This design comes from an exercise in tuning for small area on the open sky130 flow, not from production work.
Function was checked by simulation only, so behaviour that the tests miss may differ from the original.
No activity file was given, so power comes from the tool's default toggle rates. No driver is modelled on the clock port, so clocking that relies on it looks cheaper here than on a real chip.

==> run a <==
==> flow/design.v (excerpt) <==
module hb_decim (
    input  wire        clk,
    input  wire        rst,       
    input  wire        vin,
    input  wire [31:0] x,         
    output wire        vout,
    output wire [31:0] y          
);
    wire step = vin & ~rst;
    reg        par;             
    reg  [4:0] h;               
    always @(posedge clk) begin
        if (rst) begin
            par <= 1'b0;
            h   <= 5'd0;
        end else if (vin) begin
            par <= ~par;
            if (par && !h[4])
                h <= h + 5'd1;
        end
    end
    reg [15:0] xi;
    reg [15:0] e [0:29];
    reg [15:0] q [0:14];
    reg [15:0] f [0:31];
    wire [15:0] a0  = par ? xi : x[15:0];
    wire [15:0] qin = par ? x[15:0] : xi;
    wire [16*15-1:0] taps;
    genvar j;
    generate
        for (j = 1; j < 16; j = j + 1) begin : tp
            assign taps[16*(j-1) +: 16] = e[2*j-1];
        end
    endgenerate
    wire [15:0] r;
    scalar_stage stage (.h(h), .tap0(a0), .taps(taps), .ctr(q[14]), .r(r));
    integer i;
    always @(posedge clk) begin
        if (step) begin
            xi   <= x[31:16];
            e[0] <= a0;
            for (i = 1; i < 30; i = i + 1) e[i] <= e[i-1];
            q[0] <= qin;
            for (i = 1; i < 15; i = i + 1) q[i] <= q[i-1];
            f[0] <= r;
            for (i = 1; i < 32; i = i + 1) f[i] <= f[i-1];
        end
    end
    assign y    = {f[30], f[31]};
    assign vout = step & ~par & h[4];
endmodule
export LEC_CHECK = 0
export CAP_MARGIN = 20
export CORE_MARGIN = 2
export CORE_UTILIZATION = 55
export SLEW_MARGIN = 20
export SYNTH_HIERARCHICAL = 1
create_clock -name core_clock -period 20.0 [get_ports {clk}]
standard.sh (not shown) runs the stock make flow with config.mk's settings and CLKGATE_MAP_FILE= SYNTH_SCRIPT=/design/flow/synth_recipe.tcl, a recipe that flattens the netlist after the stock synthesis.
==> flow/flow/run.sh <==
#!/bin/bash
# The standard layout (standard.sh: the ORFS flow, standard synthesis),
# with two ORFS variables set: the clock tree is built from clkbuf_16 leaf
# clusters of up to 30 sinks within 100 um and without dummy loads, and the
# port buffers use the smallest buffer cell.
set -e
export CTS_ARGS="-sink_clustering_enable -repair_clock_nets -dont_use_dummy_load -sink_clustering_size 30 -sink_clustering_max_diameter 100 -buf_list sky130_fd_sc_hd__clkbuf_16"
export BUFFER_PORTS_ARGS="-buffer_cell sky130_fd_sc_hd__buf_1"
bash standard.sh > standard.log 2>&1
==> run b: changes against run a <==
==> flow/flow/run.sh (replaced) <==
#!/bin/bash
# The standard layout (standard.sh: the ORFS flow, standard synthesis),
# with two ORFS variables set: the clock tree is built from clkbuf_16 leaf
# clusters of up to 33 sinks within 80 um and without dummy loads, and the
# port buffers use the smallest buffer cell.
set -e
export CTS_ARGS="-sink_clustering_enable -repair_clock_nets -dont_use_dummy_load -sink_clustering_size 33 -sink_clustering_max_diameter 80 -buf_list sky130_fd_sc_hd__clkbuf_16"
export BUFFER_PORTS_ARGS="-buffer_cell sky130_fd_sc_hd__buf_1"
bash standard.sh > standard.log 2>&1
- CORE_UTILIZATION: 55 -> 65
==> run c: changes against run a <==
==> flow/run.sh (new file) <==
#!/bin/bash
# synth_recipe.tcl (not shown) runs the flow's synth.tcl, then flattens the netlist and writes it again
# the make line also repeats each setting of config.mk as NAME=value (left out here)
make -C /OpenROAD-flow-scripts/flow DESIGN_CONFIG=/design/flow/config.mk WORK_HOME=/design/flow/orfs CLKGATE_MAP_FILE= SYNTH_SCRIPT=/design/flow/synth_recipe.tcl finish
- CORE_UTILIZATION: 55 -> 60
- CTS_BUF_LIST: unset -> sky130_fd_sc_hd__clkbuf_8
- CTS_CLUSTER_SIZE: unset -> 20
removed: flow/flow/run.sh
removed: flow/standard.sh
==> qor summary <==
quantity                                                               run a               run b              run c
Power in combinational cells                                         1.94 mW             1.92 mW            1.96 mW
Largest net degree at the start of global routing                         93                 214                195
Outcome                                     no timing/DRC/antenna violations  no timing/DRC/antenna violations  no timing/DRC/antenna violations
Met2 Track Usage GR                                                    0.321               0.369              0.359
Worst min-delay path startpoint                            q[6][6]$_DFFE_PP_  e[10][2]$_DFFE_PP_  f[8][8]$_DFFE_PP_
Final design instance area without fill                          57200 sq um         56900 sq um        59700 sq um
Final wirelength                                                   103000 um            97200 um          104000 um
Inserted tap cell count                                                 1276                1070               1176
Arrival time at the worst endpoint                                  18750 ps            18570 ps           18990 ps
Layout Utilization                                                     0.590               0.691              0.667
Path length in cells of the critical path                                 51                  50                 50
Leakage power summed over all cells                                  17.3 nW             17.3 nW            18.9 nW
Worst hold endpoint                                        q[7][6]$_DFFE_PP_  e[11][2]$_DFFE_PP_  f[9][8]$_DFFE_PP_
Antenna violations before repair                                           1                   0                  2
DR WL met3                                                           5010 um             5910 um            5640 um
Detailed-route via count                                               21900               21900              23000
Buffers & Inverters on Critical Path                                       8                   7                  7
Worst hold margin                                                     396 ps              340 ps             390 ps
Portion of the layout cell area used by non-clock buffers            0.00917             0.00845             0.0155
Dpl ws                                                               1270 ps             1400 ps            1010 ps
Sw Share                                                               0.299               0.297              0.301
Die span in y                                                         318 um              292 um             304 um
Share of layout cells above drive strength 1                          0.0496              0.0471              0.104
Maximum clock rate                                                0.0544 GHz          0.0550 GHz         0.0544 GHz
Depth of the CTS H-tree                                                    2                   2                  4

## static timing again, ports no longer ideal
The flow's constraints put no driver on any port. The routed layouts listed below were extracted and timed again, unchanged, in two steps.
Step 1: set_driving_cell puts a clkbuf_16 on clk and a buf_2 on each other input, an assumption about the parent block.
Step 2 also shifts input and output timing later by t, the mid clock arrival at the registers, as if the neighbouring blocks saw the same clock.
a / b / c = ideal / step 1 / step 2; a / b = the first two.
| run | shift t [ns] | slack for setup (ns) | hold slack, ns | cell pins on the clock port's net |
|---|---|---|---|---|
| run a | 0.703 | 1.615 / 1.615 / 1.294 | 0.396 / 0.396 / 0.396 | 1 |
| run b | 0.654 | 1.808 / 1.808 / 1.490 | 0.340 / 0.340 / 0.340 | 1 |
| run c | 0.899 | 1.607 / 1.607 / 0.998 | 0.390 / 0.390 / 0.390 | 1 |
After both steps every run listed still meets setup and hold. The setup slack of run c, which loses most, moves by 0.000 ns with the drivers and by -0.609 ns with both steps.
